Source: an optimization exercise on an open RTL-to-GDS flow (aim: small area, a short achievable clock period and few clock cycles per item). Production flows keep margins and buffers that such runs may drop. In this exercise RTL edits were held to simulation tests only and were not proved equivalent to the original. Power and IR drop assume default switching activity.

`flow/config.mk`:
```
export PLATFORM = sky130hd
export DESIGN_NAME = ozec_calc
export DESIGN_NICKNAME = ozec_calc
export VERILOG_FILES = /design/flow/design.v
export SDC_FILE = /design/flow/constraint.sdc
export NUM_CORES = 4
export LEC_CHECK = 0
export ABC_AREA = 1
export CAP_MARGIN = 20
export CORE_MARGIN = 2
export CORE_UTILIZATION = 80
export CTS_CLUSTER_DIAMETER = 90
export CTS_CLUSTER_SIZE = 26
export SLEW_MARGIN = 20
```
`flow/constraint.sdc`:
```
create_clock -name core_clock -period 115.0 [get_ports {clk}]
set_input_delay 23.0000 -clock core_clock [delete_from_list [all_inputs] [get_ports {clk}]]
set_output_delay 23.0000 -clock core_clock [all_outputs]
set_load 0.01 [all_outputs]
```
`flow/design.v`:
```
module ozec_calc (
    input             clk,
    input             rst_n,
    input             in_valid,
    output            in_ready,
    input      [31:0] cmd,
    input             subst,       
    input             nibmode,     
    input             bus_ready,   
    input      [15:0] d_word,      
    input      [7:0]  d_ofs,       
    input      [7:0]  d_rs,        
    input             d_valid,     
    output reg        done,
    output reg [3:0]  err,
    output reg        seq,
    output     [31:0] res0,
    output     [31:0] res1,
    output reg        wr_en,
    output     [6:0]  wr_addr,
    output            wr_two,
    output     [15:0] wr_data
);
    localparam [7:0] OP_RDREG   = 8'h01, OP_WRREG  = 8'h02, OP_CHIPID = 8'h03,
                     OP_REBOOT  = 8'h04, OP_RDWORD = 8'h10, OP_WRWORD = 8'h11,
                     OP_LOCK    = 8'h12, OP_RDIMG  = 8'h13, OP_REWRITE = 8'h14,
                     OP_LOADIMG = 8'h18, OP_SAVEIMG = 8'h19,
                     OP_CELLV   = 8'h20, OP_CURR   = 8'h21, OP_RSENSE = 8'h22,
                     OP_LIMIT   = 8'h23, OP_THRESH = 8'h24, OP_ADC2MV = 8'h25,
                     OP_V2ADC   = 8'h26, OP_SETRS  = 8'h27, OP_SETVL  = 8'h28,
                     OP_UNPACK  = 8'h30, OP_SEXT4  = 8'h31, OP_DECAUTH = 8'h38;
    localparam [1:0] SUB_NONE = 2'd0, SUB_LIVE = 2'd1, SUB_EITHER = 2'd2;
    localparam [3:0] K_DEF   = 4'd0,    
                     K_DEFX  = 4'd1,    
                     K_CURR  = 4'd2,    
                     K_MV    = 4'd3,    
                     K_V2A   = 4'd4,    
                     K_SETRS = 4'd5,    
                     K_SETVL = 4'd6,    
                     K_LIM1  = 4'd7,    
                     K_LIM2  = 4'd8,    
                     K_SEQ   = 4'd9,    
                     K_E1    = 4'd10,   
                     K_E4    = 4'd11,   
                     K_E8    = 4'd12,   
                     K_E9    = 4'd13,   
                     K_E10   = 4'd14;   
    localparam integer NS = 5;
    function integer B;
        input integer k;
        begin
            case (k)
                0: B = 0;
                1: B = 6;
                2: B = 12;
                3: B = 18;
                4: B = 24;
                default: B = 28;
            endcase
        end
    endfunction
    localparam integer SW = 1 + 4 + 8 + 8 + 28 + 1 + 16;
    reg rdy, rdy_o;
    assign in_ready = rdy_o;
    always @(posedge clk) begin
        rdy   <= ~(rst_n & in_valid & rdy   & (cmd[31:24] == OP_LIMIT));
        rdy_o <= ~(rst_n & in_valid & rdy_o & (cmd[31:24] == OP_LIMIT));
    end
    reg        i_v;
    reg [31:0] i_cmd;
    reg        i_subst, i_bus, i_dval;
    reg [15:0] i_word;
    reg [3:0]  i_ofs;       
    reg        i_ofs_inc;   
    reg        i_imm_inc;   
    reg [7:0]  i_rs;
    always @(posedge clk) begin
        i_v       <= rst_n & in_valid & rdy;
        i_cmd     <= cmd;
        i_subst   <= subst;
        i_bus     <= bus_ready;
        i_dval    <= d_valid;
        i_word    <= d_word;
        i_ofs     <= d_ofs[7:4];
        i_ofs_inc <= nibmode & d_ofs[7] & (d_ofs[3:0] != 4'd0);
        i_imm_inc <= nibmode & cmd[7] & (cmd[3:0] != 4'd0);
        i_rs      <= (d_rs & {8{rdy}}) | (i_rs & {8{~rdy}});   
    end
    wire [7:0]  op    = i_cmd[31:24];
    wire [7:0]  f_hi  = i_cmd[23:16];
    wire [3:0]  f_lsb = i_cmd[15:12];
    wire [3:0]  f_wm1 = i_cmd[11:8];
    wire        f_sgn = i_cmd[7];
    wire [23:0] imm24 = i_cmd[23:0];
    wire [19:0] v_val = i_cmd[19:0];
    reg        legal;
    reg [1:0]  subcls;
    always @(*) begin
        legal  = 1'b0;
        subcls = SUB_NONE;
        case (op)
            OP_RDREG:   begin legal = (i_cmd[15:0] == 16'd0); subcls = SUB_LIVE;   end
            OP_WRREG:   begin legal = (i_cmd[7:0]  == 8'd0);  subcls = SUB_LIVE;   end
            OP_CHIPID:  begin legal = (i_cmd[23:0] == 24'd0); subcls = SUB_LIVE;   end
            OP_REBOOT:  begin legal = (i_cmd[23:0] == 24'd0); subcls = SUB_LIVE;   end
            OP_RDWORD:  begin legal = (i_cmd[15:0] == 16'd0); subcls = SUB_EITHER; end
            OP_WRWORD:  begin legal = 1'b1;                   subcls = SUB_LIVE;   end
            OP_LOCK:    begin legal = (i_cmd[23:0] == 24'd0); subcls = SUB_LIVE;   end
            OP_RDIMG:   begin legal = (i_cmd[23:0] == 24'd0); subcls = SUB_EITHER; end
            OP_REWRITE: begin legal = (i_cmd[23:0] == 24'd0); subcls = SUB_LIVE;   end
            OP_LOADIMG: begin legal = (i_cmd[23:0] == 24'd0); subcls = SUB_NONE;   end
            OP_SAVEIMG: begin legal = (i_cmd[23:0] == 24'd0); subcls = SUB_NONE;   end
            OP_CELLV:   begin legal = (i_cmd[15:0] == 16'd0); subcls = SUB_LIVE;   end
            OP_CURR:    begin legal = (i_cmd[23:0] == 24'd0); subcls = SUB_LIVE;   end
            OP_RSENSE:  begin legal = (i_cmd[23:0] == 24'd0); subcls = SUB_EITHER; end
            OP_LIMIT:   begin legal = (i_cmd[7:0]  == 8'd0);  subcls = SUB_EITHER; end
            OP_THRESH:  begin legal = (i_cmd[15:0] == 16'd0); subcls = SUB_EITHER; end
            OP_ADC2MV:  begin legal = (i_cmd[23:13] == 11'd0); subcls = SUB_NONE;  end
            OP_V2ADC:   begin legal = 1'b1;                   subcls = SUB_NONE;   end
            OP_SETRS:   begin legal = (i_cmd[23:16] == 8'd0); subcls = SUB_NONE;   end
            OP_SETVL:   begin legal = (i_cmd[21:20] == 2'd0); subcls = SUB_NONE;   end
            OP_UNPACK:  begin legal = (i_cmd[6:0]  == 7'd0);  subcls = SUB_EITHER; end
            OP_SEXT4:   begin legal = (i_cmd[23:8] == 16'd0); subcls = SUB_NONE;   end
            OP_DECAUTH: begin legal = (i_cmd[23:8] == 16'd0); subcls = SUB_NONE;   end
            default:    begin legal = 1'b0;                   subcls = SUB_NONE;   end
        endcase
    end
    function [31:0] radd;
        input [31:0] a;
        input [31:0] b;
        input        ci;
        reg   [32:0] c;
        integer      j;
        begin
            c[0] = ci;
            for (j = 0; j < 32; j = j + 1) begin
                radd[j]  = a[j] ^ b[j] ^ c[j];
                c[j + 1] = (a[j] & b[j]) | (c[j] & (a[j] ^ b[j]));
            end
        end
    endfunction
    function [31:0] cneg;
        input [31:0] x;
        input        n;
        reg          any;
        integer      j;
        begin
            any = 1'b0;
            for (j = 0; j < 32; j = j + 1) begin
                cneg[j] = x[j] ^ (n & any);
                any     = any | x[j];
            end
        end
    endfunction
    wire eaddr_ok = ~f_hi[0] & ~f_hi[7];
    wire fc1 = f_lsb[0] & f_wm1[0];
    wire fc2 = (f_lsb[1] & f_wm1[1]) | (fc1 & (f_lsb[1] | f_wm1[1]));
    wire fc3 = (f_lsb[2] & f_wm1[2]) | (fc2 & (f_lsb[2] | f_wm1[2]));
    wire fc4 = (f_lsb[3] & f_wm1[3]) | (fc3 & (f_lsb[3] | f_wm1[3]));
    wire field_ok = ~fc4;
    wire val_ok = ~(&v_val[19:16] & |v_val[15:14]);
    reg domain_ok;
    always @(*) begin
        case (op)
            OP_RDWORD, OP_WRWORD: domain_ok = eaddr_ok;
            OP_UNPACK:            domain_ok = eaddr_ok && field_ok;
            OP_CELLV:             domain_ok = (f_hi[7:4] == 4'd0) &&
                                              (f_hi[3:2] != 2'b11 || f_hi[1:0] == 2'b00);
            OP_LIMIT:             domain_ok = (f_hi[7:1] == 7'd0) && !f_wm1[3] && field_ok;
            OP_THRESH:            domain_ok = (f_hi[7:2] == 6'd0);
            OP_V2ADC:             domain_ok = (imm24[23:20] == 4'd0) && val_ok;
            OP_SETRS:             domain_ok = (imm24[15:8] == 8'd0) && (imm24[7:0] != 8'd0);
            OP_SETVL:             domain_ok = val_ok;
            default:              domain_ok = 1'b1;
        endcase
    end
    function [4:0] nib;
        input [3:0] hi;
        input       inc;
        begin
            nib = radd({{27{hi[3]}}, hi}, 32'd0, inc);
        end
    endfunction
    wire [7:0] rs_eff = (i_rs == 8'd0) ? 8'd25 : i_rs;
    wire        cu_neg = i_word[15];
    wire [15:0] cu_w   = i_word ^ {16{cu_neg}};
    wire [18:0] cu_x7  = radd({13'd0, cu_w, {3{cu_neg}}}, ~{16'd0, cu_w}, 1'b1);
    wire [27:0] cu_a0  = {cu_x7, 10'd0};
    wire [27:0] cu_a1  = {3'd0, cu_x7, 6'd0};
    wire [27:0] cu_a2  = {8'd0, cu_x7, 1'b0};
    wire [27:0] cu_cs  = cu_a0 ^ cu_a1 ^ cu_a2;
    wire [27:0] cu_cc  = (cu_a0 & cu_a1) | (cu_a2 & (cu_a0 ^ cu_a1));
    wire [27:0] cu_num = radd({4'd0, cu_cs}, {4'd0, cu_cc[26:0], 1'b0}, 1'b0);
    wire [15:0] unp_shift = i_word >> f_lsb;
    wire [15:0] unp_mask  = 16'hFFFF >> (~f_wm1);
    wire [15:0] unp_field = unp_shift & unp_mask;
    wire [7:0]  lim_mask  = unp_mask[7:0];
    wire [7:0]  lim_v     = unp_field[7:0];
    wire [4:0]  lim_o     = nib(i_ofs, i_ofs_inc);
    wire [9:0]  lim_m0    = radd({24'd0, lim_v},    {{27{lim_o[4]}}, lim_o}, 1'b0);
    wire [9:0]  lim_m1    = radd({24'd0, lim_mask}, {{27{lim_o[4]}}, lim_o}, 1'b0);
    wire        l0_neg    = lim_m0[9];
    wire        l1_neg    = lim_m1[9];
    wire [8:0]  l0_mp     = lim_m0[8:0] ^ {9{l0_neg}};
    wire [8:0]  l1_mp     = lim_m1[8:0] ^ {9{l1_neg}};
    reg        sv_pend;
    reg [8:0]  sv_mag;
    reg        sv_neg;
    function [19:0] x3125;
        input [8:0] mp;
        input       n;
        reg [10:0] m3;
        reg [11:0] m5;
        reg [14:0] m53;
        begin
            m3    = radd({21'd0, mp, n, n}, ~{23'd0, mp}, 1'b1);
            m5    = radd({21'd0, m3}, {22'd0, mp, n}, n);
            m53   = radd({17'd0, m3, 4'b0}, {20'd0, m5}, 1'b0);
            x3125 = radd({12'd0, m3[9:0], 10'b0}, {17'd0, m53}, 1'b0);
        end
    endfunction
    wire [23:0] lim_num = {x3125(sv_pend ? sv_mag : l1_mp, sv_pend ? sv_neg : l1_neg), 4'b0};
    wire        unp_neg   = f_sgn & unp_shift[f_wm1];
    wire [27:0] unp_res   = {{12{unp_neg}}, unp_field | ({16{unp_neg}} & ~unp_mask)};
    wire [4:0] sx_nib = nib(imm24[7:4], i_imm_inc);
    wire [1:0] auth_class = imm24[6] ? 2'd1 : (imm24[5] ? 2'd3 : 2'd2);
    wire e10  = ~legal;
    wire e9   = ~domain_ok;
    wire e8   = (subcls == SUB_LIVE) & i_subst;
    wire e1   = ((subcls == SUB_LIVE) | ((subcls == SUB_EITHER) & ~i_subst)) & ~i_bus;
    wire pass = ~sv_pend & ~e10 & ~e9 & ~e8 & ~e1;
    wire is_cv  = (op == OP_CELLV) | (op == OP_THRESH);
    wire is_adc = (op == OP_ADC2MV);
    wire is_cu  = (op == OP_CURR);
    wire is_rs  = (op == OP_RSENSE);
    wire is_lim = (op == OP_LIMIT);
    wire is_v2a = (op == OP_V2ADC);
    wire is_srs = (op == OP_SETRS);
    wire is_svl = (op == OP_SETVL);
    wire is_unp = (op == OP_UNPACK);
    wire is_sx  = (op == OP_SEXT4);
    wire is_au  = (op == OP_DECAUTH);
    wire p_cv   = pass & is_cv;
    wire p_cmd  = pass & (is_adc | is_v2a | is_srs | (is_svl & i_dval) | is_au);
    wire p_cu   = pass & is_cu;
    wire p_lim  = pass & is_lim;
    wire p_rs   = pass & is_rs;
    wire p_unp  = pass & is_unp;
    wire p_sx   = pass & is_sx;
    wire p_svl  = pass & is_svl & i_dval;
    wire p_au   = pass & is_au;
    wire use_t  = p_cu | p_lim | sv_pend;
    wire [27:0] n_cmd = {8'd0, i_cmd[19:5], i_cmd[4] & ~is_au, i_cmd[3:0]};
    wire [27:0] n0 = (n_cmd                    & {28{p_cmd}})
                   | ({15'd0, i_word[15:3]}    & {28{p_cv}})
                   | (cu_num                   & {28{p_cu}})
                   | ({4'd0, lim_num}          & {28{p_lim | sv_pend}})
                   | ({20'd0, rs_eff}          & {28{p_rs}})
                   | (unp_res                  & {28{p_unp}})
                   | ({{23{sx_nib[4]}}, sx_nib} & {28{p_sx}});
    wire [15:0] d0 = (i_word                   & {16{p_cu | p_unp}})
                   | ({8'd0, i_rs}             & {16{p_rs}})
                   | ({11'd0, i_cmd[23:22], i_word[2:0]} & {16{p_svl}})
                   | ({8'd0, imm24[7:0]}       & {16{p_sx}})
                   | ({14'd0, auth_class}      & {16{p_au}});
    wire [7:0]  t0 = use_t ? rs_eff : ((is_v2a | is_svl) & pass) ? 8'd122 : 8'd1;
    wire        s0 = (p_cu & cu_neg) | (p_lim & l1_neg) | (sv_pend & sv_neg);
    wire        v0 = i_v | sv_pend;
    reg [3:0] k0;
    always @(*) begin
        if (sv_pend)                 k0 = K_LIM2;
        else if (e10)                k0 = K_E10;
        else if (e9)                 k0 = K_E9;
        else if (e8)                 k0 = K_E8;
        else if (e1)                 k0 = K_E1;
        else if (is_cv | is_adc)     k0 = K_MV;
        else if (is_cu)              k0 = K_CURR;
        else if (is_lim)             k0 = K_LIM1;
        else if (is_v2a)             k0 = K_V2A;
        else if (is_srs)             k0 = K_SETRS;
        else if (is_svl)             k0 = i_dval ? K_SETVL : K_E4;
        else if (is_unp | is_sx)     k0 = K_DEFX;
        else if (is_rs | is_au)      k0 = K_DEF;
        else                         k0 = K_SEQ;
    end
    always @(posedge clk) begin
        sv_pend <= rst_n & i_v & ~sv_pend & (k0 == K_LIM1);
        sv_mag  <= l0_mp;
        sv_neg  <= l0_neg;
    end
    wire [SW-1:0] st0 = {v0, k0, t0, 8'd0, n0, s0, d0};
    function [8:0] drow;
        input [8:0] x;
        input [7:0] t;
        input integer i;
        reg [8:0] b;
        reg [7:0] d, rn;
        reg       q;
        integer   j;
        begin
            b[0] = 1'b0;
            for (j = 0; j < 8; j = j + 1) begin
                d[j]     = x[j] ^ t[j] ^ b[j];
                b[j + 1] = (~x[j] & t[j]) | (~(x[j] ^ t[j]) & b[j]);
            end
            q  = x[8] | ~b[8];
            rn = q ? d : x[7:0];
            if (i < 7) rn = rn & ((8'd1 << (i + 1)) - 8'd1);
            drow = {q, rn};
        end
    endfunction
    wire [SW*(NS+1)-1:0] st_in;     
    wire [SW*NS-1:0]     st_out;    
    assign st_in[0 +: SW] = st0;
    genvar g;
    generate
        for (g = 0; g < NS; g = g + 1) begin : stage
            wire [SW-1:0] si = st_in[g*SW +: SW];
            reg  [SW-1:0] so;
            always @(*) begin : rows
                reg        v;
                reg [3:0]  k;
                reg [7:0]  t;
                reg [7:0]  r;
                reg [27:0] nq;
                reg        sg;
                reg [15:0] sd;
                reg        q;
                reg [7:0]  rn;
                integer    i;
                {v, k, t, r, nq, sg, sd} = si;
                for (i = B(g); i < B(g + 1); i = i + 1) begin
                    {q, rn} = drow({r, nq[27]}, t, i);
                    r  = rn;
                    nq = {nq[26:0], q};
                end
                so = {v, k, t, r, nq, sg, sd};
            end
            assign st_out[g*SW +: SW] = so;
            if (g < NS - 1) begin : rank
                reg [SW-1:0] r;
                always @(posedge clk) begin
                    r[SW-2:0]  <= so[SW-2:0];
                    r[SW-1]    <= rst_n & so[SW-1];
                end
                assign st_in[(g+1)*SW +: SW] = r;
            end
        end
    endgenerate
    wire [SW-1:0] sf = st_out[(NS-1)*SW +: SW];
    wire        f_v;
    wire [3:0]  f_k;
    wire [7:0]  f_t, f_r;
    wire [27:0] f_q;
    wire        f_s;
    wire [15:0] f_d;
    assign {f_v, f_k, f_t, f_r, f_q, f_s, f_d} = sf;
    wire [28:0] qe  = {(f_k == K_DEFX) & f_q[27], f_q};
    wire [28:0] rq  = cneg({3'd0, qe}, f_s);         
    wire [14:0] mv3 = radd({18'd0, f_q[12:0], 1'b0}, {19'd0, f_q[12:0]}, 1'b0);
    wire [18:0] mv61 = radd({13'd0, f_q[12:0], 6'd0}, ~{17'd0, mv3}, 1'b1);
    wire [19:0] mv  = {mv61, 1'b0};
    reg [3:0]  n_err;
    always @(*) begin
        case (f_k)
            K_E8:    n_err = 4'd8;
            K_E9:    n_err = 4'd9;
            K_E10:   n_err = 4'd10;
            K_E1:    n_err = 4'd1;
            K_E4:    n_err = 4'd4;
            default: n_err = 4'd0;
        endcase
    end
    reg [28:0] o_res0;
    reg [24:0] o_res1;
    reg [6:1]  o_addr;
    reg [10:0] o_wdat;
    reg  [24:0] n_res1v;
    always @(*) begin
        case (f_k)
            K_V2A:   n_res1v = {5'd0, mv};
            K_LIM1,
            K_MV:    n_res1v = rq[24:0];
            K_CURR:  n_res1v = {{9{f_d[15]}}, f_d};
            K_SETVL: n_res1v = 25'd0;
            K_LIM2:  n_res1v = 25'd0;
            default: n_res1v = {9'd0, f_d};
        endcase
    end
    wire        keep1  = (f_k == K_LIM2);
    wire [24:0] n_res1 = n_res1v | (o_res1 & {25{keep1}});
    wire        n_sgn1 = n_res1v[24] | (o_sgn1 & keep1);
    reg         o_sgn1;
    wire [28:0] n_res0 = (f_k == K_MV) ? {9'd0, mv} : rq;
    reg  [6:0]  n_addr;
    always @(*) begin
        if (f_k != K_SETVL)
            n_addr = 7'h34;
        else case (f_d[4:3])
            2'd0: n_addr = 7'h4A;
            2'd1: n_addr = 7'h4C;
            2'd2: n_addr = 7'h4E;
            default: n_addr = 7'h50;
        endcase
    end
    always @(posedge clk) begin
        done    <= rst_n & f_v & (f_k != K_LIM1);
        err     <= n_err;
        seq     <= (f_k == K_SEQ);
        o_res0  <= n_res0;
        o_res1  <= n_res1;
        o_sgn1  <= n_sgn1;
        wr_en   <= (f_k == K_SETRS) || (f_k == K_SETVL);
        o_addr  <= n_addr[6:1];
        o_wdat  <= (f_k == K_SETVL) ? {f_q[7:5], f_q[4:0], f_d[2:0]}
                                    : {3'd0, f_q[7:0]};
    end
    assign res0    = {{3{o_res0[28]}}, o_res0};
    assign res1    = {{4{o_sgn1}}, {3{o_res1[24]}}, o_res1};
    assign wr_addr = {o_addr, 1'b0};
    assign wr_two  = o_addr[6];
    assign wr_data = {o_res0[12:8], o_wdat};
endmodule
```
`flow/flow/run.sh`:
```
#!/bin/bash
set -e
export BUFFER_PORTS_ARGS="-buffer_cell sky130_fd_sc_hd__buf_1"
bash standard.sh > standard.log 2>&1
```
`flow/standard.sh`:
```
#!/bin/bash
# synth_recipe.tcl (not shown) runs the flow's synth.tcl, then flattens the netlist and writes it again
# the make line also repeats each setting of config.mk as NAME=value (left out here)
make -C /OpenROAD-flow-scripts/flow DESIGN_CONFIG=/design/flow/config.mk WORK_HOME=/design/flow/orfs CLKGATE_MAP_FILE= SYNTH_SCRIPT=/design/flow/synth_recipe.tcl "${@:-finish}"
```
==> results of run 1 <==
==> through the flow <==
step,instances,instance area [um2],hold WS [ns]
floorplan,2552,23300,0.310
global placement,3040,24100,0.310
detailed placement,3040,24100,0.312
CTS,3064,24700,0.328
global route,3065,24700,0.333
finish,3066,24700,0.322
==> flip-flops by register name, indices dropped and copies added (netlist names), 4 cells and up, named ones only <==
| name | cells |
|---|---|
| stage.rank.r | 262 |
| i_cmd | 32 |
| i_word | 16 |
| o_res1 | 25 |
| err | 4 |
| o_res0 | 29 |
| i_ofs | 4 |
| o_addr | 6 |
| o_wdat | 11 |
| sv_mag | 9 |
==> area by class of cell <==
class	instances	area, um2
Clock inverter	4	47.5
Fill cell	1326	4020
Antenna cell	1	2.50
Tap cell	384	480
Timing Repair Buffer	173	677
Clock buffer	20	500
Inverter	379	1420
Sequential cell	420	8490
Multi-Input combinational cell	1685	13100
==> cells in the final DEF (no fill, tap or decap), types with 10 or more instances in the layout <==
cell type / n
sky130_fd_sc_hd__o2111ai_1: 25
sky130_fd_sc_hd__nor2_2: 14
sky130_fd_sc_hd__o22ai_1: 15
sky130_fd_sc_hd__mux2i_1: 39
sky130_fd_sc_hd__o21ai_1: 12
sky130_fd_sc_hd__nor3_1: 11
sky130_fd_sc_hd__inv_1: 350
sky130_fd_sc_hd__nand3_1: 57
sky130_fd_sc_hd__nand2_1: 582
sky130_fd_sc_hd__o211ai_1: 14
sky130_fd_sc_hd__nor2_1: 148
sky130_fd_sc_hd__xnor2_1: 27
sky130_fd_sc_hd__inv_2: 20
sky130_fd_sc_hd__nand4_1: 16
sky130_fd_sc_hd__ha_1: 102
sky130_fd_sc_hd__a221oi_1: 14
sky130_fd_sc_hd__fa_1: 239
sky130_fd_sc_hd__a21oi_1: 44
sky130_fd_sc_hd__dfxtp_1: 412
sky130_fd_sc_hd__a21o_1: 11
sky130_fd_sc_hd__xor2_1: 49
sky130_fd_sc_hd__o221ai_1: 12
sky130_fd_sc_hd__o21ai_0: 137
sky130_fd_sc_hd__buf_1: 165
sky130_fd_sc_hd__clkbuf_16: 20
sky130_fd_sc_hd__a22oi_1: 10
==> logic make-up (layout without fill, tap and decap cells) <==
| group | after synthesis | after routing | share of synthesized area (%) |
|---|---|---|---|
| mux | 40 | 40 | 1.77 |
| fa+ha+maj | 341 | 341 | 26.0 |
| xor+xnor | 76 | 76 | 2.86 |
| compound gates | 329 | 329 | 8.83 |
| other cells | 1 | 2 | 0.0161 |
| simple gates | 898 | 898 | 16.6 |
| buf+inv | 447 | 576 | 7.56 |
| flops | 420 | 420 | 36.4 |
==> power by group through the flow <==
| stage | Combinational (W) | Clock (W) | Sequential, W |
|---|---|---|---|
| floorplan | 0.000135 | 0 | 0.000162 |
| global placement | 0.000171 | 0 | 0.000164 |
| detailed placement | 0.000192 | 0 | 0.000164 |
| CTS | 0.000200 | 0.0000776 | 0.000161 |
| global route | 0.000230 | 0.0000830 | 0.000163 |
| finish | 0.000211 | 0.0000790 | 0.000162 |
==> worst paths after layout <==
path                                 end  cells past startpoint
max                             res1[29]                      1
min           stage[3].rank.r[2]$_DFF_P_                      0
max reg2reg  stage[2].rank.r[47]$_DFF_P_                     69
min reg2reg   stage[3].rank.r[2]$_DFF_P_                      0
==> routing by layer <==
layer / up-vias / routed length, um
met3: 804 / 9920
met1: 9325 / 24200
met4: 8 / 7840
li1: 8289 / -
met2: 2112 / 33500
met5: - / 46
==> results.txt, run 1 <==
* Post-synthesis to final-layout area growth at 5.88%
* Clock network fraction of total power at 17.5%
* Register bit count reported by yosys at between 400 and 500
* M2 GR Usage at 79.2%
* Buffer depth of the longest clock path at 3
* HPWL after DPL at approximately 53 mm
* Type of the setup path with the least slack: flip-flop to output port
* Final Max Slew Viols at 0
* Final Skew at approximately 0.023 ns
* Worst setup slack after layout at 90.88 ns
* Worst hold path startpoint: stage[2].rank.r[2]$_DFF_P_
* Tightest slew margin relative to the limit at 28.7%
* Slowest stage cell, crit path: sky130_fd_sc_hd__dfxtp_1
* Sequential cell fraction of total power at 35.9%
* Port bufs at 165
* Clock insertion delay at the later pin of the skew report at 0.56 ns
* Worst setup EP type: output port
* Fraction of power spent switching nets at 40.4%
* Chain of cells forming the critical path: buf_1
* Syn Nets at 2964
* Reported max-cap violation count at 0
* Maximum number of pins on one net before global-route repair at slightly above 40
* Actual transition at the worst max-transition pin at 1.06 ns
* Internal power at 0.000270 W
* Average wire length per cell after detail routing at 24.6 um
* Final-layout setup total negative slack at 0 ns
* # setup viols final at 0
* Dominant cells by area after synthesis: sky130_fd_sc_hd__dfxtp_1, sky130_fd_sc_hd__fa_1, sky130_fd_sc_hd__nand2_1, sky130_fd_sc_hd__inv_1, sky130_fd_sc_hd__ha_1
* Sort of element at the start of the critical path: flip-flop
* Unrepaired setup endpoints after global routing: false
* Global route overflow at 0
* Critical Path Max Stage Delay at around 0.40 ns
* Count of nets after finishing at 3091
* Leak at 11.4 nW
* Violation count after the first detailed-routing iteration at 3372
* Crit Reg-Reg Startpoint: stage[1].rank.r[53]$_DFF_P_
* Outcome: timing/DRC/antenna clean
* Timing-limited maximum frequency at 0.0415 GHz
* VDD IR-drop max at 18.8 uV
* Total number of yosys warnings at 1
* Via count of the first global-routing pass at between 20000 and 25000
* Remaining antenna violation count at 0
* Area leader, netlist: sky130_fd_sc_hd__dfxtp_1
* Post CTS Setup Buffer Count at 0
* Post-detailed-routing wire length at between 70 and 80 mm
* Summed instance area of the synthesized netlist at 23300 um2
* Number of synthesized flops with an enable pin at 8
* Crit path arrival time at 1.12 ns
* Clock root buffer: sky130_fd_sc_hd__clkbuf_16
* Met1 demand-to-capacity share in global routing at 58.0%
* Number of sinks handled by clock tree synthesis at 420
* Shortest clock period the worst path allows after layout at 24.12 ns
* Family with the most delay on the worst path: flip-flops
* Share of the synthesized area in the top cell type at between 30% and 40%
* TritonCTS buffer count at 20
* R2R setup slack at 92.56 ns
* Period utilization at 21.0%
* X dimension of the die at around 170 um
* Most numerous cell in the Yosys netlist: sky130_fd_sc_hd__nand2_1
* Total design power at approximately 0.00045 W
* Proportion of layout cells with a drive suffix above 1 at 4.40%
* Std-Cell Core Area at 28700 um2
* Total global routing track utilization at 50.8%
* Top cells by instance count after synthesis: sky130_fd_sc_hd__nand2_1, sky130_fd_sc_hd__dfxtp_1, sky130_fd_sc_hd__inv_1
* Global-route wire length before repair at 118 mm
* Pre-CTS setup slack at roughly 91 ns
* Top-Level Pins at about 170
* Via count at a little over 20000
* Met3 global-route usage at ~18%
* TritonCTS clock tree: done
* Gate power share at a little under half
* Post-synthesis async set-or-reset flop share at 0%
* RD Place Congestion at 1.01
* Post-detailed-route via-to-cell ratio at 6.70
* Cell count after synthesis at 2552
* Register area share after synthesis at 36.4%
* Hold buffer count at cts at 0
* Post-cts sizing count at 0
* Die Height at 175 um
* Final hold violation count at 0
* Clock transition at the registers of the reported paths at 0.10 ns
* Mean Syn Cell Area at 9.13 um2
* Net Sw Power at 0.000183 W
* Core Util, Final at 86.0%
* Hold Crit Class: flip-flop to flip-flop
* Required arrival time at the worst endpoint at 92.00 ns
* DRC violations left at 0
* Htree depth at 1
* Antenna violations before repair at 6
* Flip-flop cell with the highest count after synthesis: sky130_fd_sc_hd__dfxtp_1
* Number of cell rows at just over 60
* Total power density per cell area at 18.3 nW/um2
* First drt pass iteration count at 22
* Count of cell types in the netlist at 65
* GR peak layer: met2
* Worst setup startpoint: o_sgn1$_DFF_P_
* DIE AREA at 30500 um2
* Crit Path Max Fanout at 5
* Sum of buffers and inverters on the critical path at 1
* Initial core utilization at 81.2%
Testbench counts, summed over its fixed seeds: cycles 3,904, items 3,200.
==> run 2: changes to the inputs <==
--- a/flow/design.v
+++ b/flow/design.v
@@ -84,7 +84,7 @@
         i_ofs     <= d_ofs[7:4];
         i_ofs_inc <= nibmode & d_ofs[7] & (d_ofs[3:0] != 4'd0);
         i_imm_inc <= nibmode & cmd[7] & (cmd[3:0] != 4'd0);
-        i_rs      <= (d_rs & {8{rdy}}) | (i_rs & {8{~rdy}});   
+        i_rs      <= d_rs;
     end
     wire [7:0]  op    = i_cmd[31:24];
     wire [7:0]  f_hi  = i_cmd[23:16];
@@ -203,9 +203,12 @@
     wire        l1_neg    = lim_m1[9];
     wire [8:0]  l0_mp     = lim_m0[8:0] ^ {9{l0_neg}};
     wire [8:0]  l1_mp     = lim_m1[8:0] ^ {9{l1_neg}};
-    reg        sv_pend;
-    reg [8:0]  sv_mag;
-    reg        sv_neg;
+    wire [SW*(NS+1)-1:0] st_in;     
+    wire [SW-1:0] r1      = st_in[SW +: SW];
+    wire          sv_pend = r1[SW-1] & (r1[SW-2 -: 4] == K_LIM1);
+    wire [7:0]    sv_t    = r1[SW-6 -: 8];
+    wire [8:0]    sv_mag  = r1[8:0];
+    wire          sv_neg  = r1[9];
     function [19:0] x3125;
         input [8:0] mp;
         input       n;
@@ -249,7 +252,7 @@
     wire p_sx   = pass & is_sx;
     wire p_svl  = pass & is_svl & i_dval;
     wire p_au   = pass & is_au;
-    wire use_t  = p_cu | p_lim | sv_pend;
+    wire use_t  = p_cu | p_lim;
     wire [27:0] n_cmd = {8'd0, i_cmd[19:5], i_cmd[4] & ~is_au, i_cmd[3:0]};
     wire [27:0] n0 = (n_cmd                    & {28{p_cmd}})
                    | ({15'd0, i_word[15:3]}    & {28{p_cv}})
@@ -259,11 +262,12 @@
                    | (unp_res                  & {28{p_unp}})
                    | ({{23{sx_nib[4]}}, sx_nib} & {28{p_sx}});
     wire [15:0] d0 = (i_word                   & {16{p_cu | p_unp}})
+                   | ({6'd0, l0_neg, l0_mp}    & {16{p_lim}})
                    | ({8'd0, i_rs}             & {16{p_rs}})
                    | ({11'd0, i_cmd[23:22], i_word[2:0]} & {16{p_svl}})
                    | ({8'd0, imm24[7:0]}       & {16{p_sx}})
                    | ({14'd0, auth_class}      & {16{p_au}});
-    wire [7:0]  t0 = use_t ? rs_eff : ((is_v2a | is_svl) & pass) ? 8'd122 : 8'd1;
+    wire [7:0]  t0 = sv_pend ? sv_t : use_t ? rs_eff : ((is_v2a | is_svl) & pass) ? 8'd122 : 8'd1;
     wire        s0 = (p_cu & cu_neg) | (p_lim & l1_neg) | (sv_pend & sv_neg);
     wire        v0 = i_v | sv_pend;
     reg [3:0] k0;
@@ -283,11 +287,6 @@
         else if (is_rs | is_au)      k0 = K_DEF;
         else                         k0 = K_SEQ;
     end
-    always @(posedge clk) begin
-        sv_pend <= rst_n & i_v & ~sv_pend & (k0 == K_LIM1);
-        sv_mag  <= l0_mp;
-        sv_neg  <= l0_neg;
-    end
     wire [SW-1:0] st0 = {v0, k0, t0, 8'd0, n0, s0, d0};
     function [8:0] drow;
         input [8:0] x;
@@ -309,7 +308,6 @@
             drow = {q, rn};
         end
     endfunction
-    wire [SW*(NS+1)-1:0] st_in;     
     wire [SW*NS-1:0]     st_out;    
     assign st_in[0 +: SW] = st0;
     genvar g;
--- a/flow/config.mk
+++ b/flow/config.mk
@@ -9,6 +9,6 @@
 export CAP_MARGIN = 20
 export CORE_MARGIN = 2
 export CORE_UTILIZATION = 80
-export CTS_CLUSTER_DIAMETER = 90
-export CTS_CLUSTER_SIZE = 26
+export CTS_CLUSTER_DIAMETER = 50
+export CTS_CLUSTER_SIZE = 16
 export SLEW_MARGIN = 20
==> results.txt, run 2 <==
* Via count of the first global-routing pass at 21600 (+2.1%)
* Post-synthesis async set-or-reset flop share at 0% (unchanged)
* Chain of cells forming the critical path: buf_1
* Type of the setup path with the least slack: flip-flop to output port
* Number of synthesized flops with an enable pin at 0 (-8)
* Initial core utilization at 80.7% (-0.52 points)
* Total number of yosys warnings at 1 (unchanged)
* Final hold violation count at 0 (unchanged)
* Total power density per cell area at 18.3 nW/um2 (-0.13%)
* Global route overflow at 0 (unchanged)
* Actual transition at the worst max-transition pin at 1.15 ns (+0.0935 ns)
* Post-synthesis to final-layout area growth at 8.81%
* R2R setup slack at 92.42 ns (-0.14 ns)
* Count of nets after finishing at 3120 (+0.94%)
* Final-layout setup total negative slack at 0 ns (unchanged)
* Post CTS Setup Buffer Count at 0 (unchanged)
* Violation count after the first detailed-routing iteration at 3352 (-0.59%)
* Clock transition at the registers of the reported paths at 0.07 ns (-0.03 ns)
* DRC violations left at 0 (unchanged)
* Total global routing track utilization at 50.7% (-0.087 points)
* Buffer depth of the longest clock path at 3 (unchanged)
* Via count at 20800 (+1.1%)
* TritonCTS clock tree: done
* Leak at 11.6 nW (+2.0%)
* Post-route cell area at 25100 um2 (+1.6%)
* Fill cell count at 1238 (-6.6%)
* Critical Path Max Stage Delay at 0.41 ns (about the same)
* Post-cts sizing count at 0 (unchanged)
* Number of sinks handled by clock tree synthesis at 409 (-2.6%)
* Crit path arrival time at 1.18 ns (+0.06 ns)
* Worst setup EP type: output port
* Remaining antenna violation count at 0 (unchanged)
* Post-Place Cell Area at 23900 um2 (-1.0%)
* Dominant cells by area after synthesis: sky130_fd_sc_hd__dfxtp_1, sky130_fd_sc_hd__fa_1, sky130_fd_sc_hd__nand2_1, sky130_fd_sc_hd__inv_1, sky130_fd_sc_hd__ha_1
* HPWL after DPL at 52.3 mm (-1.9%)
* Required arrival time at the worst endpoint at 92.00 ns (about the same)
* Register bank with the most flops: stage.rank.r
* Tightest slew margin relative to the limit at 22.8% (-5.9 points)
* # setup viols final at 0 (unchanged)
* Global-route wire length before repair at 117 mm (-0.29%)
* Count of cell types in the netlist at 66 (+1.5%)
* Slowest stage cell, crit path: sky130_fd_sc_hd__dfxtp_1
* Crit Reg-Reg Startpoint: stage[2].rank.r[53]$_DFF_P_
* Share of the synthesized area in the top cell type at 35.5% (+0.16 points)
* Average wire length per cell after detail routing at 24.3 um (-1.5%)
* Most common cell after layout, fill and taps aside: sky130_fd_sc_hd__nand2_1
* Unrepaired setup endpoints after global routing: false
* Clock insertion delay at the later pin of the skew report at 0.57 ns (about the same)
* Most numerous cell in the Yosys netlist: sky130_fd_sc_hd__nand2_1
* Syn Nets at 2973 (+0.30%)
* TritonCTS buffer count at 37 (+85%)
* Post-detailed-route via-to-cell ratio at 6.68 (-0.29%)
* Hold Crit Class: flip-flop to flip-flop
* Worst hold path startpoint: stage[1].rank.r[62]$_DFF_P_
* Antenna violations before repair at 1 (-5)
* Top cells by instance count after synthesis: sky130_fd_sc_hd__nand2_1, sky130_fd_sc_hd__dfxtp_1, sky130_fd_sc_hd__inv_1
* First drt pass iteration count at 8 (-64%)
* Flip-flop cell with the highest count after synthesis: sky130_fd_sc_hd__dfxtp_1
* Post-detailed-routing wire length at 75.5 mm (-0.12%)
* Reported max-cap violation count at 0 (unchanged)
* Port bufs at 165 (unchanged)
* DIE AREA at 30200 um2 (-1.2%)
* RD Place Congestion at 1.06 (+5.3%)
* Register area share after synthesis at 35.5% (-0.87 points)
* Summed instance area of the synthesized netlist at 23000 um2 (-1.2%)
* Worst setup startpoint: o_sgn1$_DFF_P_
* Period utilization at 21.0% (+0.045 points)
* Final Max Slew Viols at 0 (unchanged)
* Hold buffer count at cts at 0 (unchanged)
* Shortest clock period the worst path allows after layout at 24.18 ns (+0.0512 ns)
* Highest-count cells in the layout ignoring fill and taps: sky130_fd_sc_hd__nand2_1, sky130_fd_sc_hd__dfxtp_1, sky130_fd_sc_hd__inv_1, sky130_fd_sc_hd__fa_1, sky130_fd_sc_hd__buf_1
* Top-Level Pins at 167 (unchanged)
* Std-Cell Core Area at 28500 um2 (-0.54%)
* Register bit count reported by yosys at 409 (-2.6%)
* Area leader, netlist: sky130_fd_sc_hd__dfxtp_1
* Mean Syn Cell Area at 9.00 um2 (-1.5%)
* Outcome: timing/DRC/antenna clean
* Htree depth at 2 (+1)
* X dimension of the die at 174 um (-0.58%)
* Largest registers: stage.rank.r (262), i_cmd (32), o_res0 (29)
* Cell count after synthesis at 2561 (+0.35%)
* Number of flip-flops in the largest register at 262 (unchanged)
* Family with the most delay on the worst path: flip-flops
* Timing-limited maximum frequency at 0.0414 GHz (-0.21%)
* Final Skew at 0.0197 ns (-0.00374 ns)
* Maximum number of pins on one net before global-route repair at 42 (+2.4%)
* Sum of buffers and inverters on the critical path at 1 (unchanged)
* Die Height at 174 um (-0.58%)
* VDD IR-drop max at 21.9 uV (+16%)
* Crit Path Max Fanout at 5 (unchanged)
* Clock root buffer: sky130_fd_sc_hd__clkbuf_16
* Sort of element at the start of the critical path: flip-flop
* Proportion of layout cells with a drive suffix above 1 at 4.99% (+0.59 points)
* Number of cell rows at 62 (unchanged)
-- run 2: cell types whose count changed in the layout (fill, tap and decap cells not counted), sizes merged, moves of 4 or more --
cell,previous run,this run
nand2,592,614
nand3,59,38
clkbuf,21,39
o21ai,154,168
a21oi,44,31
a221oi,14,24
clkinv,12,20
edfxtp,8,0
inv,371,378
nand4,17,23
nor2,172,177
o21a,5,0
nor4,6,10
o221ai,12,8
-- run 2: final cells by class --
class | count | area (um2) | area share [%]
clock inverter | 16 | 244 | 0.973
tap | 384 | 480 | 1.92
multi-input combinational | 1701 | 13100 | 52.2
sequential | 409 | 8190 | 32.7
clock buffer | 39 | 943 | 3.76
antenna | 2 | 5.00 | 0.0200
inverter | 385 | 1450 | 5.76
timing repair buffer | 174 | 687 | 2.74
-- run 2: kinds of logic after synthesis --
| group | after synthesis | share of synthesized area, % |
|---|---|---|
| compound gates | 337 | 9.30 |
| buf+inv | 451 | 7.70 |
| other cells | 1 | 0.0163 |
| xor+xnor | 71 | 2.70 |
| mux | 39 | 1.75 |
| fa+ha+maj | 341 | 26.3 |
| flops | 409 | 35.5 |
| simple gates | 912 | 16.7 |
-- run 2: per-stage QoR --
stage	power (W)	setup WS (ns)	hold WS, ns	util (%)	cells
floorplan	0.000267	91.26	0.310	-	2561
global placement	0.000301	91.09	0.310	83.6	3053
detailed placement	0.000315	91.02	0.312	83.6	3053
CTS	0.000447	90.84	0.323	87.8	3108
global route	0.000483	90.79	0.329	87.8	3108
finish	0.000459	90.82	0.324	87.8	3110
-- run 2: report_power, final --
group / leakage [nW] / internal (W) / switching (W)
registers: 3.33 / 0.000146 / 0.00000469
clock network: 0.566 / 0.0000638 / 0.0000587
logic: 7.72 / 0.0000724 / 0.000113
-- run 2: final timing paths --
check,cells after the start,to
setup reg to reg,69,stage[3].rank.r[49]$_DFF_P_
hold reg to reg,0,stage[2].rank.r[62]$_DFF_P_
hold / removal,0,stage[2].rank.r[62]$_DFF_P_
setup / recovery,1,res1[30]
-- run 2: per-layer routing --
metal  GRT usage (%)  wire length, um  part of all wire (%)
met5           0.321                0                     0
met4            42.3             8030                    11
met3            15.2             9630                    13
met2            81.5            34300                    45
met1            55.7            23500                    31
Testbench counts of run 2, summed over its fixed seeds: cycles 3,904, items 3,200.
==> run 3: changes to the inputs <==
--- a/flow/config.mk
+++ b/flow/config.mk
@@ -8,7 +8,7 @@
 export ABC_AREA = 1
 export CAP_MARGIN = 20
 export CORE_MARGIN = 2
-export CORE_UTILIZATION = 80
-export CTS_CLUSTER_DIAMETER = 50
-export CTS_CLUSTER_SIZE = 16
+export CORE_UTILIZATION = 90
+export CTS_CLUSTER_DIAMETER = 90
+export CTS_CLUSTER_SIZE = 26
 export SLEW_MARGIN = 20
==> results.txt, run 3 <==
* Summed instance area of the synthesized netlist at 23000 um2 (unchanged)
* Clock root buffer: sky130_fd_sc_hd__clkbuf_16
* Port bufs at 165 (unchanged)
* Post-synthesis async set-or-reset flop share at 0% (unchanged)
* Failed at: global routing
* Outcome: stopped before the end
* Post CTS Setup Buffer Count at 0 (unchanged)
* Count of cell types in the netlist at 66 (unchanged)
* Most numerous cell in the Yosys netlist: sky130_fd_sc_hd__nand2_1
* Global-route wire length before repair at 149 mm
* Buffer depth of the longest clock path at 3 (unchanged)
* Initial core utilization at 91.5% (+11 points)
* Flip-flop cell with the highest count after synthesis: sky130_fd_sc_hd__dfxtp_1
* Top-Level Pins at 167 (unchanged)
* Maximum number of pins on one net before global-route repair at 42
* Number of synthesized flops with an enable pin at 0 (unchanged)
* Total number of yosys warnings at 1 (unchanged)
* Top cells by instance count after synthesis: sky130_fd_sc_hd__nand2_1, sky130_fd_sc_hd__dfxtp_1, sky130_fd_sc_hd__inv_1
* Number of sinks handled by clock tree synthesis at 409 (unchanged)
* Post-cts sizing count at 0 (unchanged)
* Htree depth at 1 (-1)
* Register bit count reported by yosys at 409 (unchanged)
* Hold buffer count at cts at 0 (unchanged)
* X dimension of the die at 164 um (-5.6%)
* RD Place Congestion at 1.25 (+18%)
* Area leader, netlist: sky130_fd_sc_hd__dfxtp_1
* Total global routing track utilization at 75.0%
* Share of the synthesized area in the top cell type at 35.5% (unchanged)
* Error msg: [ERROR GRT-0116] Global routing finished with congestion. Check the congestion regions in the DRC Viewer.
* Global route overflow at 59
* HPWL after DPL at 54.4 mm (+4.1%)
* Via count of the first global-routing pass at 25800
* Cell count after synthesis at 2561 (unchanged)
* Register area share after synthesis at 35.5% (unchanged)
* TritonCTS buffer count at 20 (-46%)
* Syn Nets at 2973 (unchanged)
* Dominant cells by area after synthesis: sky130_fd_sc_hd__dfxtp_1, sky130_fd_sc_hd__fa_1, sky130_fd_sc_hd__nand2_1, sky130_fd_sc_hd__inv_1, sky130_fd_sc_hd__ha_1
* Pre-CTS setup slack at 91.04 ns (+0.0173 ns)
* Post-Place Cell Area at 23800 um2 (-0.35%)
* Die Height at 164 um (-5.6%)
* Number of cell rows at 58 (-6.5%)
* Mean Syn Cell Area at 9.00 um2 (unchanged)
==> run 3: routing by layer <==
| metal | track usage (%) | GRT overflow |
|---|---|---|
| met3 | 57.0 | 3 |
| met2 | 93.4 | 27 |
| met5 | 24.2 | 1 |
| met4 | 75.1 | 28 |
| met1 | 75.1 | 0 |
==> run 3: worst min path at each step <==
stage                                start  slack (ns)                           to
4_1_cts        stage[1].rank.r[27]$_DFF_P_        0.33  stage[2].rank.r[33]$_DFF_P_
3_5_place_dp   stage[0].rank.r[13]$_DFF_P_        0.31  stage[1].rank.r[13]$_DFF_P_
3_3_place_gp   stage[2].rank.r[16]$_DFF_P_        0.31  stage[3].rank.r[16]$_DFF_P_
2_1_floorplan  stage[0].rank.r[10]$_DFF_P_        0.31  stage[1].rank.r[10]$_DFF_P_
==> run 3: power by group through the flow <==
| stage | clock [W] | sequential, W | combinational [W] |
|---|---|---|---|
| after global placement | 0 | 0.000153 | 0.000143 |
| after detailed placement | 0 | 0.000154 | 0.000162 |
| after floorplan | 0 | 0.000152 | 0.000115 |
| after CTS | 0.0000774 | 0.000150 | 0.000175 |
==> run 3: kinds of logic after synthesis <==
| kind of cell | count (synthesis) | synth area share [%] |
|---|---|---|
| AND/OR/NAND/NOR | 912 | 16.7 |
| flip-flops | 409 | 35.5 |
| multiplexers | 39 | 1.75 |
| adder cells (fa/ha/maj) | 341 | 26.3 |
| buffers and inverters | 451 | 7.70 |
| other | 1 | 0.0163 |
| AO/OA/AOI/OAI | 337 | 9.30 |
| XOR/XNOR | 71 | 2.70 |
==> run 3: through the flow <==
stage               util, %  cells  total power, W  hold slack, ns
CTS                    96.7   3021        0.000403           0.326
detailed placement     94.5   2997        0.000315           0.312
global placement       94.5   2997        0.000296           0.310
floorplan                 -   2561        0.000267           0.310
==> run 4: changes to the inputs <==
--- a/flow/config.mk
+++ b/flow/config.mk
@@ -8,7 +8,8 @@
 export ABC_AREA = 1
 export CAP_MARGIN = 20
 export CORE_MARGIN = 2
-export CORE_UTILIZATION = 90
+export CORE_UTILIZATION = 80
 export CTS_CLUSTER_DIAMETER = 90
 export CTS_CLUSTER_SIZE = 26
+export GPL_TIMING_DRIVEN = 0
 export SLEW_MARGIN = 20
==> results.txt, run 4 <==
* Crit path arrival time at 1.26 ns
* Total global routing track utilization at 46.9%
* Register area share after synthesis at 35.5% (unchanged)
* DIE AREA at just over 30000 um2
* Worst setup slack after layout at 90.74 ns
* Critical R2R Capture: stage[3].rank.r[50]$_DFF_P_
* Timing-limited maximum frequency at 0.0412 GHz
* Global route overflow at 0
* Cell count after synthesis at 2561 (unchanged)
* Hold buffer count at cts at 0 (unchanged)
* Leak at 11.4 nW
* Type of the setup path with the least slack: flip-flop to output port
* Worst setup EP type: output port
* Global-route wire length before repair at ~110 mm
* Share of the synthesized area in the top cell type at 35.5% (unchanged)
* Unrepaired setup endpoints after global routing: false
* Largest registers: stage.rank.r (262), i_cmd (32), o_res0 (29)
* Clock insertion delay at the later pin of the skew report at ~0.56 ns
* # setup viols final at 0
* Violation count after the first detailed-routing iteration at 2670
* Proportion of layout cells with a drive suffix above 1 at 4.51%
* Reg2reg path depth at 68
* Crit Path Max Fanout at 5
* Most numerous cell in the Yosys netlist: sky130_fd_sc_hd__nand2_1
* Most common cell after layout, fill and taps aside: sky130_fd_sc_hd__nand2_1
* Critical Path Max Stage Delay at 0.43 ns
* Total power density per cell area at 16.2 nW/um2
* X dimension of the die at 174 um (+5.9%)
* R2R setup slack at 92.67 ns
* Flip-flop cell with the highest count after synthesis: sky130_fd_sc_hd__dfxtp_1
* Die Height at 174 um (+5.9%)
* Htree depth at 1 (unchanged)
* Post-Place Cell Area at 24100 um2 (+1.4%)
* Highest-count cells in the layout ignoring fill and taps: sky130_fd_sc_hd__nand2_1, sky130_fd_sc_hd__dfxtp_1, sky130_fd_sc_hd__inv_1, sky130_fd_sc_hd__fa_1, sky130_fd_sc_hd__buf_1
* Slowest stage cell, crit path: sky130_fd_sc_hd__dfxtp_1
* Reported max-cap violation count at 0
* Final Max Slew Viols at 0
* Tightest slew margin relative to the limit at 28.6%
* HPWL after DPL at 53.1 mm (-2.3%)
* Actual transition at the worst max-transition pin at 1.06 ns
* Worst setup startpoint: o_sgn1$_DFF_P_
* Post-detailed-route via-to-cell ratio at 6.39
* Summed instance area of the synthesized netlist at 23000 um2 (unchanged)
* Buffer depth of the longest clock path at 3 (unchanged)
* Post-route cell area at 24700 um2
* Chain of cells forming the critical path: buf_4 -> buf_1
* Register bank with the most flops: stage.rank.r
* Clock transition at the registers of the reported paths at 0.10 ns
* Final-layout setup total negative slack at 0 ns
* Remaining antenna violation count at 0
* Initial core utilization at 80.7% (-11 points)
* TritonCTS clock tree: done
* Total number of yosys warnings at 1 (unchanged)
* Dominant cells by area after synthesis: sky130_fd_sc_hd__dfxtp_1, sky130_fd_sc_hd__fa_1, sky130_fd_sc_hd__nand2_1, sky130_fd_sc_hd__inv_1, sky130_fd_sc_hd__ha_1
* Post-detailed-routing wire length at 69.4 mm
* Worst hold path startpoint: stage[2].rank.r[14]$_DFF_P_
* DRC violations left at 0
* Count of cell types in the netlist at 66 (unchanged)
* Mean Syn Cell Area at 9.00 um2 (unchanged)
* Post-synthesis to final-layout area growth at 7.27%
* Number of synthesized flops with an enable pin at 0 (unchanged)
* Average wire length per cell after detail routing at 22.1 um
* Number of sinks handled by clock tree synthesis at 409 (unchanged)
* Required arrival time at the worst endpoint at about 92 ns
* Top-Level Pins at 167 (unchanged)
* Maximum number of pins on one net before global-route repair at 27
* Std-Cell Core Area at roughly 29000 um2
* Shortest clock period the worst path allows after layout at 24.26 ns
* Area leader, netlist: sky130_fd_sc_hd__dfxtp_1
* Antenna violations before repair at 4
* Post CTS Setup Buffer Count at 0 (unchanged)
* Syn Nets at 2973 (unchanged)
* Number of cell rows at 62 (+6.9%)
* Fill cell count at 1403
* Top cells by instance count after synthesis: sky130_fd_sc_hd__nand2_1, sky130_fd_sc_hd__dfxtp_1, sky130_fd_sc_hd__inv_1
* Post-synthesis async set-or-reset flop share at 0% (unchanged)
* Count of nets after finishing at 3160
* Clock root buffer: sky130_fd_sc_hd__clkbuf_16
* Final hold violation count at 0
* RD Place Congestion at 1.11 (-11%)
* Outcome: timing/DRC/antenna clean
* Period utilization at 21.1%
* Setup crit end: res1[30]
* Via count at 20100
* First drt pass iteration count at 18
* VDD IR-drop max at 24.2 uV
* TritonCTS buffer count at 20 (unchanged)
* Crit Reg-Reg Startpoint: stage[2].rank.r[53]$_DFF_P_
* Pre-CTS setup slack at 90.84 ns (-0.195 ns)
* Final Skew at approximately 0.024 ns
* Post-cts sizing count at 0 (unchanged)
* Port bufs at 165 (unchanged)
* Total design power at approximately 0.0004 W
* Sort of element at the start of the critical path: flip-flop
* Register bit count reported by yosys at 409 (unchanged)
* Hold Crit Class: flip-flop to flip-flop
* Via count of the first global-routing pass at 21000
* Number of flip-flops in the largest register at 262
run 4: cell counts after synthesis:
Identical to the previous run, type by type.
run 4: report_power, final:
part	internal, W	leakage, nW	switching, W
sequential	0.000146	3.33	0.00000384
combinational	0.0000700	7.85	0.000103
clock	0.0000330	0.275	0.0000457
run 4: kinds of logic after synthesis:
group | after synthesis | share of synthesized area, %
compound gates | 337 | 9.30
xor+xnor | 71 | 2.70
fa+ha+maj | 341 | 26.3
buf+inv | 451 | 7.70
flops | 409 | 35.5
mux | 39 | 1.75
other cells | 1 | 0.0163
simple gates | 912 | 16.7
run 4: layout make-up:
type	instances	area [um2]	share of cell area, %
inverter	385	1450	5.85
clock inverter	4	56.3	0.228
antenna	2	5.00	0.0203
timing repair buffer	165	619	2.51
sequential	409	8190	33.1
tap	384	480	1.94
clock buffer	21	514	2.08
buffer	66	329	1.33
multi-input combinational	1701	13100	52.9
run 4: worst min-delay path by stage:
stage | end | depth (start not counted)
global route | stage[2].rank.r[63]$_DFF_P_ | 0
global placement | stage[2].rank.r[61]$_DFF_P_ | 0
CTS | stage[3].rank.r[14]$_DFF_P_ | 0
floorplan | stage[1].rank.r[10]$_DFF_P_ | 0
detailed placement | stage[2].rank.r[29]$_DFF_P_ | 0
finish | stage[3].rank.r[14]$_DFF_P_ | 0
run 4: critical path, delay by kind of cell, from the launching register on:
family                 cells  cell delay (ns)
buffers and inverters      2             0.29
DFF                        1             0.43
run 4: per-layer routing:
| layer | wire, um | vias to the layer above | track usage, % |
|---|---|---|---|
| li1 | - | 8479 | - |
| met1 | 22700 | 9404 | 53.9 |
| met2 | 33000 | 1666 | 78.5 |
| met3 | 7980 | 503 | 11.4 |
| met4 | 5690 | 2 | 31.2 |
| met5 | 15 | - | 0 |
run 4: through the flow:
stage / hold slack [ns] / utilization, % / std cells
2_1_floorplan: 0.310 / - / 2561
3_3_place_gp: 0.310 / 84.6 / 3110
3_5_place_dp: 0.312 / 84.6 / 3110
4_1_cts: 0.328 / 86.5 / 3135
5_1_grt: 0.326 / 86.5 / 3135
6_report: 0.326 / 86.6 / 3137
==> run 5: changes to the inputs <==
--- a/flow/config.mk
+++ b/flow/config.mk
@@ -11,5 +11,4 @@
 export CORE_UTILIZATION = 80
 export CTS_CLUSTER_DIAMETER = 90
 export CTS_CLUSTER_SIZE = 26
-export GPL_TIMING_DRIVEN = 0
 export SLEW_MARGIN = 20
==> results.txt, run 5 <==
* Most common cell after layout, fill and taps aside: sky130_fd_sc_hd__nand2_1
* Average wire length per cell after detail routing at 21.9 um (-1.2%)
* Final Max Slew Viols at 0 (unchanged)
* Register area share after synthesis at 35.5% (unchanged)
* TritonCTS buffer count at 20 (unchanged)
* Top-Level Pins at 167 (unchanged)
* TritonCTS clock tree: done
* Crit path arrival time at 1.16 ns (-0.10 ns)
* Period utilization at 21.0% (-0.084 points)
* Clock transition at the registers of the reported paths at 0.11 ns (about the same)
* Global-route wire length before repair at 107 mm (-2.6%)
* HPWL after DPL at 52.3 mm (-1.7%)
* Critical Path Max Stage Delay at 0.41 ns (-0.02 ns)
* Largest registers: stage.rank.r (262), i_cmd (32), o_res0 (29)
* Timing-limited maximum frequency at 0.0414 GHz (+0.40%)
* Crit Reg-Reg Startpoint: i_word[15]$_DFF_P_
* Maximum number of pins on one net before global-route repair at 42 (+56%)
* Clock insertion delay at the later pin of the skew report at 0.56 ns (about the same)
* Flip-flop cell with the highest count after synthesis: sky130_fd_sc_hd__dfxtp_1
* Initial core utilization at 80.7% (unchanged)
* Port bufs at 165 (unchanged)
* Family with the most delay on the worst path: flip-flops
* Crit Path Max Fanout at 5 (unchanged)
* Register bit count reported by yosys at 409 (unchanged)
* Number of cell rows at 62 (unchanged)
* Number of sinks handled by clock tree synthesis at 409 (unchanged)
* Number of synthesized flops with an enable pin at 0 (unchanged)
* Sort of element at the start of the critical path: flip-flop
* Htree depth at 1 (unchanged)
* R2R setup slack at 92.97 ns (+0.30 ns)
* Summed instance area of the synthesized netlist at 23000 um2 (unchanged)
* Syn Nets at 2973 (unchanged)
* Setup crit end: res1[30]
* Total design power at 0.000405 W (+0.80%)
* Worst hold margin at 0.316 ns (-0.0106 ns)
* RD Place Congestion at 1.06 (-4.8%)
* Stages on the worst setup path at 1 (-1)
* Proportion of layout cells with a drive suffix above 1 at 3.97% (-0.54 points)
* Hold buffer count at cts at 0 (unchanged)
* Chain of cells forming the critical path: buf_1
* Most numerous cell in the Yosys netlist: sky130_fd_sc_hd__nand2_1
* Post CTS Setup Buffer Count at 0 (unchanged)
* Via count at 19600 (-2.5%)
* Total power density per cell area at 16.5 nW/um2 (+1.8%)
* Post-synthesis to final-layout area growth at 6.19%
* Outcome: timing/DRC/antenna clean
* Top cells by instance count after synthesis: sky130_fd_sc_hd__nand2_1, sky130_fd_sc_hd__dfxtp_1, sky130_fd_sc_hd__inv_1
* Remaining antenna violation count at 0 (unchanged)
* Violation count after the first detailed-routing iteration at 2600 (-2.6%)
* Post-cts sizing count at 0 (unchanged)
* Cell count after synthesis at 2561 (unchanged)
* Clock root buffer: sky130_fd_sc_hd__clkbuf_16
* X dimension of the die at 174 um (unchanged)
* # setup viols final at 0 (unchanged)
* Slowest stage cell, crit path: sky130_fd_sc_hd__dfxtp_1
* Count of cell types in the netlist at 66 (unchanged)
* Buffer depth of the longest clock path at 3 (unchanged)
* Type of the setup path with the least slack: flip-flop to output port
* Die Height at 174 um (unchanged)
* Critical R2R Capture: stage[0].rank.r[50]$_DFF_P_
* Shortest clock period the worst path allows after layout at 24.16 ns (-0.0971 ns)
* Reported max-cap violation count at 0 (unchanged)
* Final hold violation count at 0 (unchanged)
* Total global routing track utilization at 45.4% (-1.5 points)
* Worst hold path startpoint: stage[0].rank.r[16]$_DFF_P_
* Fill cell count at 1414 (+0.78%)
* DIE AREA at 30200 um2 (unchanged)
* Via count of the first global-routing pass at 20500 (-2.0%)
* Post-synthesis async set-or-reset flop share at 0% (unchanged)
* Number of flip-flops in the largest register at 262 (unchanged)
* Register bank with the most flops: stage.rank.r
* Final Skew at 0.0242 ns (+0.000259 ns)
* Tightest slew margin relative to the limit at 29.3% (+0.65 points)
* Global route overflow at 0 (unchanged)
* Post-detailed-route via-to-cell ratio at 6.35 (-0.69%)
* Antenna violations before repair at 2 (-2)
* Reg2reg path depth at 88 (+29%)
* Leak at 11.3 nW (-0.98%)
* Highest-count cells in the layout ignoring fill and taps: sky130_fd_sc_hd__nand2_1, sky130_fd_sc_hd__dfxtp_1, sky130_fd_sc_hd__inv_1, sky130_fd_sc_hd__fa_1, sky130_fd_sc_hd__buf_1
* Area leader, netlist: sky130_fd_sc_hd__dfxtp_1
* Total number of yosys warnings at 1 (unchanged)
* Std-Cell Core Area at 28500 um2 (unchanged)
* Unrepaired setup endpoints after global routing: false
* Required arrival time at the worst endpoint at 92.00 ns (about the same)
* Dominant cells by area after synthesis: sky130_fd_sc_hd__dfxtp_1, sky130_fd_sc_hd__fa_1, sky130_fd_sc_hd__nand2_1, sky130_fd_sc_hd__inv_1, sky130_fd_sc_hd__ha_1
* Worst setup EP type: output port
* Mean Syn Cell Area at 9.00 um2 (unchanged)
* Final-layout setup total negative slack at 0 ns (unchanged)
* First drt pass iteration count at 9 (-9)
* Count of nets after finishing at 3103 (-1.8%)
* VDD IR-drop max at 22.4 uV (-7.2%)
* Post-detailed-routing wire length at 67.3 mm (-3.0%)
* Hold Crit Class: flip-flop to flip-flop
* Share of the synthesized area in the top cell type at 35.5% (unchanged)
* Worst setup startpoint: o_sgn1$_DFF_P_
* DRC violations left at 0 (unchanged)
* Sum of buffers and inverters on the critical path at 1 (-1)
* Actual transition at the worst max-transition pin at 1.06 ns (-0.00211 ns)
-- run 5: per-layer routing --
metal  global-route usage [%]  part of all wire, %  routed length [um]
met5                        0                    0                   0
met4                     29.3                  7.6                5100
met3                     8.95                   10                7030
met2                     77.8                   48               32600
met1                     52.4                   34               22600
-- run 5: kinds of logic after synthesis --
group,count (synthesis),synth area share (%)
DFF,409,35.5
muxes,39,1.75
adders and majority gates,341,26.3
xor gates and xnor gates,71,2.70
other,1,0.0163
AOI/OAI and AO/OA,337,9.30
and+or+nand+nor,912,16.7
buffers and inverters,451,7.70
-- run 5: power by group --
group	internal [W]	switching, W
combinational	0.0000698	0.000103
clock	0.0000347	0.0000461
sequential	0.000146	0.00000446
total	0.000251	0.000154
-- run 5: through the flow --
step / instances / util (%) / cell area, um2 / worst slack, ns
6_report: 3081 / 85.7 / 24500 / 90.84
5_1_grt: 3079 / 85.7 / 24500 / 90.79
4_1_cts: 3079 / 85.7 / 24500 / 90.84
3_5_place_dp: 3053 / 83.6 / 23900 / 91.02
3_3_place_gp: 3053 / 83.6 / 23900 / 91.09
2_1_floorplan: 2561 / - / 23000 / 91.26
-- run 5: how the worst min path moves through the flow --
| stage | end | slack [ns] | cells after the start |
|---|---|---|---|
| 6_report | stage[1].rank.r[16]$_DFF_P_ | 0.32 | 0 |
| 5_1_grt | stage[1].rank.r[16]$_DFF_P_ | 0.32 | 0 |
| 4_1_cts | stage[1].rank.r[16]$_DFF_P_ | 0.32 | 0 |
| 3_5_place_dp | stage[3].rank.r[29]$_DFF_P_ | 0.31 | 0 |
| 3_3_place_gp | stage[3].rank.r[16]$_DFF_P_ | 0.31 | 0 |
| 2_1_floorplan | stage[1].rank.r[10]$_DFF_P_ | 0.31 | 0 |
-- run 5: layout make-up --
cell class	instances	area [um2]	share of cell area [%]
multi-input combinational	1701	13100	53.4
sequential	409	8190	33.5
inverter	385	1450	5.91
timing repair buffer	174	687	2.81
clock buffer	21	504	2.06
tap	384	480	1.96
clock inverter	5	78.8	0.322
antenna	2	5.00	0.0205
==> run 6: changes to the inputs <==
--- a/flow/config.mk
+++ b/flow/config.mk
@@ -8,7 +8,8 @@
 export ABC_AREA = 1
 export CAP_MARGIN = 20
 export CORE_MARGIN = 2
-export CORE_UTILIZATION = 80
+export CORE_UTILIZATION = 75
 export CTS_CLUSTER_DIAMETER = 90
-export CTS_CLUSTER_SIZE = 26
+export CTS_CLUSTER_SIZE = 28
+export PLACE_DENSITY = 0.75
 export SLEW_MARGIN = 20
==> results.txt, run 6 <==
* Outcome: timing/DRC/antenna clean
* Fraction of power spent switching nets at 37.8% (-0.29 points)
* Htree depth at 1 (unchanged)
* Worst setup slack after layout at 90.82 ns (-0.0220 ns)
* Antenna violations before repair at 1 (-1)
* Most common cell after layout, fill and taps aside: sky130_fd_sc_hd__nand2_1
* Final Skew at 0.0216 ns (-0.00254 ns)
* Sort of element at the start of the critical path: flip-flop
* Number of flip-flops in the largest register at 262 (unchanged)
* Tightest slew margin relative to the limit at 28.2% (-1.0 points)
* HPWL after DPL at 51.6 mm (-1.4%)
* Total global routing track utilization at 40.9% (-4.5 points)
* Top cells by instance count after synthesis: sky130_fd_sc_hd__nand2_1, sky130_fd_sc_hd__dfxtp_1, sky130_fd_sc_hd__inv_1
* Critical Path Max Stage Delay at 0.44 ns (+0.03 ns)
* Cell count after synthesis at 2561 (unchanged)
* Post CTS Setup Buffer Count at 0 (unchanged)
* Clock network fraction of total power at 19.3% (-0.7 points)
* VDD IR-drop max at 19.2 uV (-15%)
* Initial core utilization at 75.7% (-5.0 points)
* Final Max Slew Viols at 0 (unchanged)
* Final-layout setup total negative slack at 0 ns (unchanged)
* Worst Hold Depth at 0 (unchanged)
* Post-cts sizing count at 0 (unchanged)
* Hold Crit Class: flip-flop to flip-flop
* Unrepaired setup endpoints after global routing: false
* Count of nets after finishing at 3103 (unchanged)
* Number of synthesized flops with an enable pin at 0 (unchanged)
* Remaining antenna violation count at 0 (unchanged)
* Via count of the first global-routing pass at 19000 (-7.6%)
* Crit path arrival time at 1.18 ns (+0.02 ns)
* Dominant cells by area after synthesis: sky130_fd_sc_hd__dfxtp_1, sky130_fd_sc_hd__fa_1, sky130_fd_sc_hd__nand2_1, sky130_fd_sc_hd__inv_1, sky130_fd_sc_hd__ha_1
* Sequential cell fraction of total power at 38.2% (+1.0 points)
* Fill cell count at 1797 (+27%)
* Chain of cells forming the critical path: buf_1
* Global route overflow at 0 (unchanged)
* Reg2reg path depth at 88 (unchanged)
* Hold buffer count at cts at 0 (unchanged)
* Register area share after synthesis at 35.5% (unchanged)
* Port bufs at 165 (unchanged)
* Share of the synthesized area in the top cell type at 35.5% (unchanged)
* TritonCTS buffer count at 19 (-5.0%)
* Shortest clock period the worst path allows after layout at 24.18 ns (+0.0220 ns)
* Largest registers: stage.rank.r (262), i_cmd (32), o_res0 (29)
* Worst setup EP type: output port
* Total power density per cell area at 16.1 nW/um2 (-2.6%)
* Post-synthesis to final-layout area growth at 6.09% (about the same)
* Post-detailed-routing wire length at 64.2 mm (-4.6%)
* Sum of buffers and inverters on the critical path at 1 (unchanged)
* Slowest stage cell, crit path: sky130_fd_sc_hd__dfxtp_1
## run 6: cell counts after synthesis
No cell type changed its count.
## run 6: worst paths after layout
kind | to | slack (ns) | startpoint
worst min-delay path | stage[2].rank.r[39]$_DFF_P_ | 0.33 | stage[1].rank.r[33]$_DFF_P_
worst max-delay path | res0[28] | 90.82 | o_res0[28]$_SDFF_PP0_
worst min register to register | stage[2].rank.r[39]$_DFF_P_ | 0.33 | stage[1].rank.r[33]$_DFF_P_
worst max register to register | stage[0].rank.r[50]$_DFF_P_ | 93.13 | i_word[15]$_DFF_P_
## run 6: metrics by stage
step | instances | util (%) | power, W
after global placement | 3066 | 78.5 | 0.000300
after global routing | 3091 | 80.3 | 0.000420
after floorplan | 2561 | - | 0.000267
after detailed placement | 3066 | 78.5 | 0.000316
final | 3092 | 80.3 | 0.000394
after CTS | 3091 | 80.3 | 0.000391
## run 6: cell families after synthesis
group                    share of synthesized area, %
AND/OR/NAND/NOR                                  16.7
buffers and inverters                            7.70
AO/OA/AOI/OAI                                    9.30
adder cells (fa/ha/maj)                          26.3
other                                          0.0163
flip-flops                                       35.5
multiplexers                                     1.75
XOR/XNOR                                         2.70
## run 6: area by class of cell
class | count | area (um2) | area share, %
Antenna cell | 1 | 2.50 | 0.0102
Clock buffer | 21 | 483 | 1.98
Clock inverter | 4 | 57.6 | 0.235
Inverter | 385 | 1450 | 5.91
Multi-Input combinational cell | 1701 | 13100 | 53.5
Sequential cell | 409 | 8190 | 33.5
Tap cell | 396 | 495 | 2.03
Timing Repair Buffer | 175 | 694 | 2.84
## run 6: layer usage
metal  vias up  routed length (um)  GRT usage, %
met5         -                  13             0
met3       303                5840          7.15
li1       8362                   -             -
met1      8860               23300          49.5
met4         2                3680          20.8
met2      1194               31400          70.1
## run 6: power by group through the flow
stage          Sequential [W]   Clock, W  Combinational (W)
3_5_place_dp         0.000154          0           0.000162
4_1_cts              0.000150  0.0000761           0.000165
5_1_grt              0.000151  0.0000804           0.000189
3_3_place_gp         0.000153          0           0.000147
6_report             0.000150  0.0000759           0.000168
2_1_floorplan        0.000152          0           0.000115

Re-timed with assumed drivers on the ports (clkbuf_16 on the clock, buf_2 on other inputs), run 6 has 90.761 ns of setup slack against 90.819 ns with ideal ports, and 90.940 ns once port delays also move by the mid clock arrival of 0.601 ns.
